Background: an optimization exercise with open tools, aiming at a short achievable clock period and few clock cycles. Do not read the settings as production practice.
Only simulation tests tie the RTL to the original design; equivalence was not proved.

==> exp/lagoon: inputs <==
// vx16_core
module vx16_core (
    input  wire        clk,
    input  wire        rst,
    input  wire        cmd_valid,
    input  wire [1:0]  cmd_op,
    input  wire [15:0] cmd_pc,
    input  wire        cmd_debug,
    input  wire        cmd_limit_en,
    input  wire [31:0] cmd_limit,
    input  wire        cancel_req,
    output wire        ready,
    output reg         done,
    output reg  [3:0]  status,
    output reg  [31:0] steps,
    output reg  [15:0] fault_info,
    output reg  [2:0]  fault_sub,
    output reg         slot_valid,
    output reg         trace_valid,
    output reg  [15:0] trace_pc,
    output reg  [31:0] trace_ir,
    output wire [2:0]  trace_flags,
    output wire        mem_re,
    output wire        mem_we,
    output wire [13:0] mem_addr,
    output wire [7:0]  mem_wdata,
    input  wire [7:0]  mem_rdata,
    input  wire [4:0]  dbg_sel,
    output reg  [15:0] dbg_data
);
    localparam [1:0] CMD_ALLOC = 2'd0, CMD_FREE = 2'd1, CMD_SETPC = 2'd2, CMD_EXEC = 2'd3;
    localparam [3:0] ST_HALTED   = 4'd0, ST_OOB       = 4'd1, ST_BADREG = 4'd2,
                     ST_BADOP    = 4'd3, ST_BADSLOT   = 4'd6, ST_LIMIT  = 4'd7,
                     ST_CANCEL   = 4'd8;
    localparam [7:0] OP_HALT = 8'h00, OP_NOP  = 8'h01,
                     OP_LDI  = 8'h10, OP_MOV  = 8'h11, OP_LDB  = 8'h12, OP_LDW  = 8'h13,
                     OP_STB  = 8'h14, OP_STW  = 8'h15,
                     OP_ADD  = 8'h20, OP_SUB  = 8'h21, OP_AND  = 8'h22, OP_OR   = 8'h23,
  ...
make LEC_CHECK=0 ABC_CLOCK_PERIOD_IN_PS=4000 CAP_MARGIN=20 CORE_MARGIN=2 CORE_UTILIZATION=55 SETUP_SLACK_MARGIN=4 SLEW_MARGIN=20 finish   # period 10.0 ns
run.sh (not shown) runs the stock make flow with config.mk's settings and CLKGATE_MAP_FILE= SYNTH_SCRIPT=/design/flow/synth_recipe.tcl, a recipe that flattens the netlist after the stock synthesis.
==> exp/zinc (differences from exp/lagoon) <==
--- a/flow/design.v
+++ b/flow/design.v
@@ -68,17 +68,16 @@
     reg [15:0] finfo_r;
     reg [2:0]  fsub_r;
     reg        sb_v;
     reg        sb_two;
     reg [13:0] sb_addr;
     reg [15:0] sb_data;
     reg [13:0] ea1_r;
     reg [7:0]  ld_lo;
-    reg [15:0] ras;             
     reg        lu_v;
     reg        lu_two;          
     reg        lu_word;         
     reg        lu_hold;         
     reg [3:0]  lu_rd;
     reg [13:0] lu_addr;
     reg        rt_v;
     reg        rt_last;
@@ -99,35 +98,49 @@
     reg [4:0]   c_tag  [0:127];
     reg [127:0] c_val;
     assign ready = ~run;
     wire [7:0]  op    = ir[7:0];
     wire [7:0]  fa    = ir[15:8];
     wire [7:0]  fb    = ir[23:16];
     wire [7:0]  fc    = ir[31:24];
     wire [15:0] imm16 = ir[31:16];
-    wire       op_ok, use_a, use_b, use_c, dec_fault, is_halt, is_ret, is_luop, is_store;
-    reg  [8:0] pd, pd_prev;
-    assign {op_ok, use_a, use_b, use_c, dec_fault, is_halt, is_ret, is_luop, is_store} = pd;
+    reg op_ok, use_a, use_b, use_c;
+    always @(*) begin
+        op_ok = 1'b1; use_a = 1'b0; use_b = 1'b0; use_c = 1'b0;
+        case (op)
+            OP_HALT, OP_NOP, OP_RET: ;
+            OP_JMP, OP_JZ, OP_JNZ, OP_JC, OP_JNC, OP_JS, OP_JNS, OP_CALL: ;
+            OP_PUSH, OP_POP, OP_LDI, OP_ADDI, OP_SUBI, OP_CMPI: use_a = 1'b1;
+            OP_MOV, OP_CMP, OP_SHLI, OP_SHRI,
+            OP_LDB, OP_LDW, OP_STB, OP_STW: begin use_a = 1'b1; use_b = 1'b1; end
+            OP_ADD, OP_SUB, OP_AND, OP_OR, OP_XOR, OP_SHL, OP_SHR:
+                begin use_a = 1'b1; use_b = 1'b1; use_c = 1'b1; end
+            default: op_ok = 1'b0;
+        endcase
+    end
     wire bad_a = use_a && (fa[7:4] != 4'd0);
     wire bad_b = use_b && (fb[7:4] != 4'd0);
     wire bad_c = use_c && (fc[7:4] != 4'd0);
-    wire        fwd = rt_v && rt_last;
-    wire [15:0] lu_val  = rt_word ? {mem_rdata, lu_lo} : {8'h00, mem_rdata};
-    wire [15:0] ra = (fwd && (fa[3:0] == rt_rd)) ? lu_val : x[fa[3:0]];
-    wire [15:0] rb = (fwd && (fb[3:0] == rt_rd)) ? lu_val : x[fb[3:0]];
-    wire [15:0] rc = (fwd && (fc[3:0] == rt_rd)) ? lu_val : x[fc[3:0]];
+    wire dec_fault = !op_ok || bad_a || bad_b || bad_c;
+    wire [15:0] ra = x[fa[3:0]];
+    wire [15:0] rb = x[fb[3:0]];
+    wire [15:0] rc = x[fc[3:0]];
     wire [15:0] sp = x[15];
     wire is_r3   = (op >= OP_ADD) && (op <= OP_SHR);
     wire is_rs   = (op == OP_SHLI) || (op == OP_SHRI);
     wire is_imm  = (op == OP_ADDI) || (op == OP_SUBI) || (op == OP_CMPI);
+    wire is_halt = (op == OP_HALT);
     wire is_ldb  = (op == OP_LDB);
     wire is_push = (op == OP_PUSH);
     wire is_pop  = (op == OP_POP);
     wire is_call = (op == OP_CALL);
+    wire is_ret  = (op == OP_RET);
+    wire is_luop = (op == OP_LDB) || (op == OP_LDW) || is_pop;
+    wire is_store = (op == OP_STB) || (op == OP_STW) || is_push || is_call;
     wire is_byte  = (op == OP_LDB) || (op == OP_STB);
     wire is_mem   = is_luop || is_ret || is_store;
     wire [15:0] src1 = (is_r3 || is_rs) ? rb : ra;
     wire [15:0] src2 = is_r3  ? rc :
                        is_imm ? imm16 :
                        is_rs  ? {8'h00, fc} : rb;
     wire [16:0] add_w   = {1'b0, src1} + {1'b0, src2};
     wire [15:0] sub_r   = src1 - src2;
@@ -177,37 +190,37 @@
     end
     wire kill     = fault_r || fault_w || flush_r;
     wire ex0      = ex_v && (ms == 2'd0) && !kill;
     wire mem_free = !sb_v && !lu_v && !rt_v;
     wire lu_dep   = (lu_v && ((use_a && (fa[3:0] == lu_rd)) ||
                               (use_b && (fb[3:0] == lu_rd)) ||
                               (use_c && (fc[3:0] == lu_rd)) ||
                               ((lu_rd == 4'd15) && (is_push || is_call || is_pop)))) ||
-                    (rt_v && !rt_last && ((use_a && (fa[3:0] == rt_rd)) ||
-                                          (use_b && (fb[3:0] == rt_rd)) ||
-                                          (use_c && (fc[3:0] == rt_rd)))) ||
-                    (rt_v && (rt_rd == 4'd15) && (is_push || is_call || is_pop));
+                    (rt_v && ((use_a && (fa[3:0] == rt_rd)) ||
+                              (use_b && (fb[3:0] == rt_rd)) ||
+                              (use_c && (fc[3:0] == rt_rd)) ||
+                              ((rt_rd == 4'd15) && (is_push || is_call || is_pop))));
     wire halt_go  = ex0 && is_halt && mem_free;
     wire st_go    = ex0 && is_store && !dec_fault && !sb_v && !lu_dep;
     wire lu_port;
     wire lu_free  = !lu_v || (!lu_two && lu_port);
     wire lu_go    = ex0 && is_luop && !dec_fault && lu_free && !lu_dep;
     wire ret_go   = ex0 && is_ret && mem_free;
     wire mem_go   = st_go || lu_go || ret_go;
     wire ret_done = ex_v && is_ret && (ms == 2'd2);
     wire alu_go   = ex0 && !is_mem && !is_halt && !dec_fault && !lu_dep;
     wire leave    = alu_go || st_go || lu_go || ret_done;
     wire ea_ok    = !ea_oob;
     wire commit   = ((st_go || lu_go) && ea_ok) || alu_go || ret_done || halt_go;
     wire fault_now = (ex0 && dec_fault && mem_free) || (mem_go && ea_oob);
     wire flush_now = st_go && ea_ok && (ea <= win_hi) && ((ea + 16'd1) >= win_lo);
     wire [15:0] ret_val = {mem_rdata, ld_lo};
-    wire        ret_hit = (ret_val == pc);
     wire        lu_wr   = rt_v && rt_last;
+    wire [15:0] lu_val  = rt_word ? {mem_rdata, lu_lo} : {8'h00, mem_rdata};
     assign      lu_port = lu_v && !(lu_hold && sb_v);
     wire        sb_wr   = sb_v && !lu_port;
     wire        ret_port = ex_v && is_ret && !kill && (((ms == 2'd0) && mem_free) || (ms == 2'd1));
     wire        wr_en   = alu_go && (writes_alu || (op == OP_LDI) || (op == OP_MOV));
     wire [15:0] wr_data = (op == OP_LDI) ? imm16 :
                           (op == OP_MOV) ? rb : alu_r;
     wire        sp_en   = (((st_go && (is_push || is_call)) || (lu_go && is_pop)) && ea_ok) || ret_done;
     wire [15:0] sp_val  = (is_pop || is_ret) ? sp_up : sp_dn;
@@ -226,41 +239,20 @@
     wire [31:0] dat_s   = s_hit_s ? s_word : f_hit_s ? fb_d : c_data[li_s];
     wire        c_hit_t = c_val[li_t] && (c_tag[li_t] == imm16[13:9]) && (imm16[1:0] == 2'd0);
     wire        f_hit_t = fb_v && (fb_a == imm16);
     wire        s_hit_t = s_done && (pf_wa == imm16);
     wire        hit_t   = (c_hit_t || f_hit_t || s_hit_t) && !oob_t;
     wire [31:0] dat_t   = s_hit_t ? s_word : f_hit_t ? fb_d : c_data[li_t];
     wire        hit      = br_now ? hit_t : hit_s;
     wire [31:0] hit_data = br_now ? dat_t : dat_s;
-    wire [7:0]  n_op = hit_data[7:0];
-    reg n_ok, n_ua, n_ub, n_uc;
-    always @(*) begin
-        n_ok = 1'b1; n_ua = 1'b0; n_ub = 1'b0; n_uc = 1'b0;
-        case (n_op)
-            OP_HALT, OP_NOP, OP_RET: ;
-            OP_JMP, OP_JZ, OP_JNZ, OP_JC, OP_JNC, OP_JS, OP_JNS, OP_CALL: ;
-            OP_PUSH, OP_POP, OP_LDI, OP_ADDI, OP_SUBI, OP_CMPI: n_ua = 1'b1;
-            OP_MOV, OP_CMP, OP_SHLI, OP_SHRI,
-            OP_LDB, OP_LDW, OP_STB, OP_STW: begin n_ua = 1'b1; n_ub = 1'b1; end
-            OP_ADD, OP_SUB, OP_AND, OP_OR, OP_XOR, OP_SHL, OP_SHR:
-                begin n_ua = 1'b1; n_ub = 1'b1; n_uc = 1'b1; end
-            default: n_ok = 1'b0;
-        endcase
-    end
-    wire n_dfault = !n_ok || (n_ua && (hit_data[15:12] != 4'd0)) ||
-                    (n_ub && (hit_data[23:20] != 4'd0)) || (n_uc && (hit_data[31:28] != 4'd0));
-    wire [8:0] pd_n = {n_ok, n_ua, n_ub, n_uc, n_dfault,
-                       (n_op == OP_HALT), (n_op == OP_RET),
-                       (n_op == OP_LDB) || (n_op == OP_LDW) || (n_op == OP_POP),
-                       (n_op == OP_STB) || (n_op == OP_STW) || (n_op == OP_PUSH) || (n_op == OP_CALL)};
     wire        la_oob   = br_now ? oob_t : oob_s;
     wire [15:0] la4      = br_now ? (imm16 + 16'd4) : (pc + 16'd4);
     wire stop     = cancel_r || (limit_en_r && rem0);
-    wire ex_free  = !ex_v || (leave && (!is_ret || ret_hit));
+    wire ex_free  = !ex_v || (leave && !is_ret);
     wire enter    = run && !kill && ex_free && hit && !stop;
     wire restart  = run && !kill && ex_free && !hit && !stop && !la_oob && !(pf_on && (pf_wa == la));
     wire idle_end = run && !kill && !ex_v && mem_free && (stop || oob_s);
     wire [6:0]  wi     = {pf_wa[8:7] ^ pf_wa[11:10], pf_wa[6:2]};
     wire        wa_ok  = (pf_wa[1:0] == 2'd0) && (pf_wa[15:14] == 2'd0);
     wire [15:0] ahead = pf_ba - pc;
     wire pf_issue  = run && pf_on && !sb_v && !lu_port && !ret_port && !(ex_v && is_store) &&
                      (ahead < 16'd12);
@@ -278,17 +270,16 @@
             5'd18:   dbg_data = ir[15:0];
             5'd19:   dbg_data = ir[31:16];
             default: dbg_data = dbg_sel[4] ? 16'h0000 : x[dbg_sel[3:0]];
         endcase
     end
     integer i;
     always @(posedge clk) begin
         ir_prev  <= ir;
-        pd_prev  <= pd;
         ipc_prev <= ipc;
         trace_pc <= ipc;
         trace_ir <= ir;
         tr_sc       <= sets_flags ? {alu_r[15], alu_c} : fl_sc;
         tr_zres     <= sets_flags ? alu_r : zres;
         if (rst) begin
             run         <= 1'b0;
             slot_valid  <= 1'b0;
@@ -311,20 +302,18 @@
             flush_r     <= 1'b0;
             if (!run) begin
                 if (cmd_valid) begin
                     case (cmd_op)
                         CMD_ALLOC: begin
                             slot_valid <= 1'b1;
                             pc         <= cmd_pc;
                             ir         <= 32'h0;
-                            pd         <= 9'b1_0000_1_0_0_0;
                             fl_sc      <= 2'b00;
                             zres       <= 16'h0001;
-                            ras        <= 16'h0000;
                             for (i = 0; i < 16; i = i + 1)
                                 x[i] <= 16'h0000;
                         end
                         CMD_FREE:  slot_valid <= 1'b0;
                         CMD_SETPC: if (slot_valid) pc <= cmd_pc;
                         CMD_EXEC: begin
                             if (!slot_valid) begin
                                 status <= ST_BADSLOT;
@@ -386,20 +375,17 @@
                 end
                 if (restart) begin
                     pf_on <= 1'b1;
                     pf_wa <= la;
                     pf_ba <= la;
                     pf_k  <= 2'd0;
                     rd_pf <= 1'b0;
                 end
-                if (st_go && is_call && ea_ok)
-                    ras <= pc;
                 if (ret_go && ea_ok) begin
-                    pc    <= ras;
                     ms    <= 2'd1;
                     ea1_r <= sp[13:0] + 14'd1;
                 end
                 if (ex_v && is_ret && (ms == 2'd1)) begin
                     ld_lo <= mem_rdata;
                     ms    <= 2'd2;
                 end
                 lu_lo   <= mem_rdata;
@@ -438,17 +424,16 @@
                     if (steps != 32'hFFFF_FFFF)
                         steps <= steps + 32'd1;
                     trace_valid <= debug_r;
                 end
                 if (enter) begin
                     ex_v <= 1'b1;
                     ms   <= 2'd0;
                     ir   <= hit_data;
-                    pd   <= pd_n;
                     ipc  <= la;
                     pc   <= la4;
                     rem  <= rem - 32'd1;
                     rem0 <= (rem == 32'd1);
                 end else if (leave) begin
                     ex_v <= 1'b0;
                     pc   <= is_ret ? ret_val : la;
                 end
@@ -471,27 +456,25 @@
                     c_val  <= 128'd0;
                     fb_v   <= 1'b0;
                     pf_on  <= 1'b0;
                     rd_pf  <= 1'b0;
                     win_lo <= 16'hFFFF;
                     win_hi <= 16'h0000;
                     ex_v   <= 1'b0;
                     ir     <= ir_prev;
-                    pd     <= pd_prev;
                     if (ex_v) begin
                         pc   <= ipc;
                         rem  <= rem + 32'd1;
                         rem0 <= 1'b0;
                     end
                 end
                 if (fault_r) begin
                     ex_v <= 1'b0;
                     ir   <= ir_prev;
-                    pd   <= pd_prev;
                     pc   <= ipc_prev;
                 end
                 if ((fault_r || fault_w) && !mem_free)
                     fault_w <= 1'b1;
                 if ((fault_r || fault_w) && mem_free) begin
                     status     <= fst_r;
                     fault_info <= finfo_r;
                     fault_sub  <= fsub_r;
==> flow/config.mk (replaced) <==
export PLATFORM = sky130hd
export DESIGN_NAME = vx16_core
export DESIGN_NICKNAME = vx16_core
export VERILOG_FILES = /design/flow/design.v
export SDC_FILE = /design/flow/constraint.sdc
export NUM_CORES = 4
export LEC_CHECK = 0
export ABC_CLOCK_PERIOD_IN_PS = 4000
export CAP_MARGIN = 20
export CORE_MARGIN = 2
export CORE_UTILIZATION = 40
export SETUP_SLACK_MARGIN = 4
export SLEW_MARGIN = 20
==> notes.md <==
Setup path
The number of cells on the worst reg-to-reg path is 11. The launching instance or port of the critical path is ir[19]$_DFFE_PP_.

Run status
The flow ran to the end and the layout has no timing, DRC or antenna violations.

Floorplan
The core region is about 0.52 mm2.

Finish
The sequential cells in the finished layout cover a total of between 0.15 and 0.2 mm2.
The numbers above come from exp/lagoon.

==> notes.md <==
Run status
The flow ran to the end and the layout has no timing, DRC or antenna violations.

Finish
The sequential cells in the finished layout cover a total of approximately 0.17 mm2.

Setup path
Measured in cells, the most critical reg-to-reg path has a length of 29.

Global routing
Summed over all layers, the global routing overflow is 0.
The numbers above come from exp/zinc.

Testbench counts of exp/lagoon, summed over its fixed seeds: cycles 105,774.
Testbench counts of exp/zinc, summed over its fixed seeds: cycles 109,363.

-- separate check: timing with driven ports --
The results above use ideal ports. As a check the final layouts listed here were re-extracted and re-timed, cells and wires unchanged. Step 1, drivers: a clkbuf_16 drives clk and a buf_2 each remaining input, both assumed. Step 2 also shifts input and output timing later by t, the mid clock arrival at the registers, as if the neighbouring blocks saw the same clock. Slacks: no drivers / after step 1 / after step 2; pairs: no drivers / after step 1.
| run | shift t [ns] | setup WS [ns] | worst setup path at the end |
|---|---|---|---|
| exp/lagoon | 1.251 | 3.815 / 3.720 / 2.751 | input to register |
| exp/zinc | 1.224 | 3.764 / 3.726 / 2.750 | input to register |
After both steps every run listed still meets setup and hold. The setup slack of exp/lagoon, which loses most, moves by -0.095 ns with the drivers and by -1.064 ns with both steps.
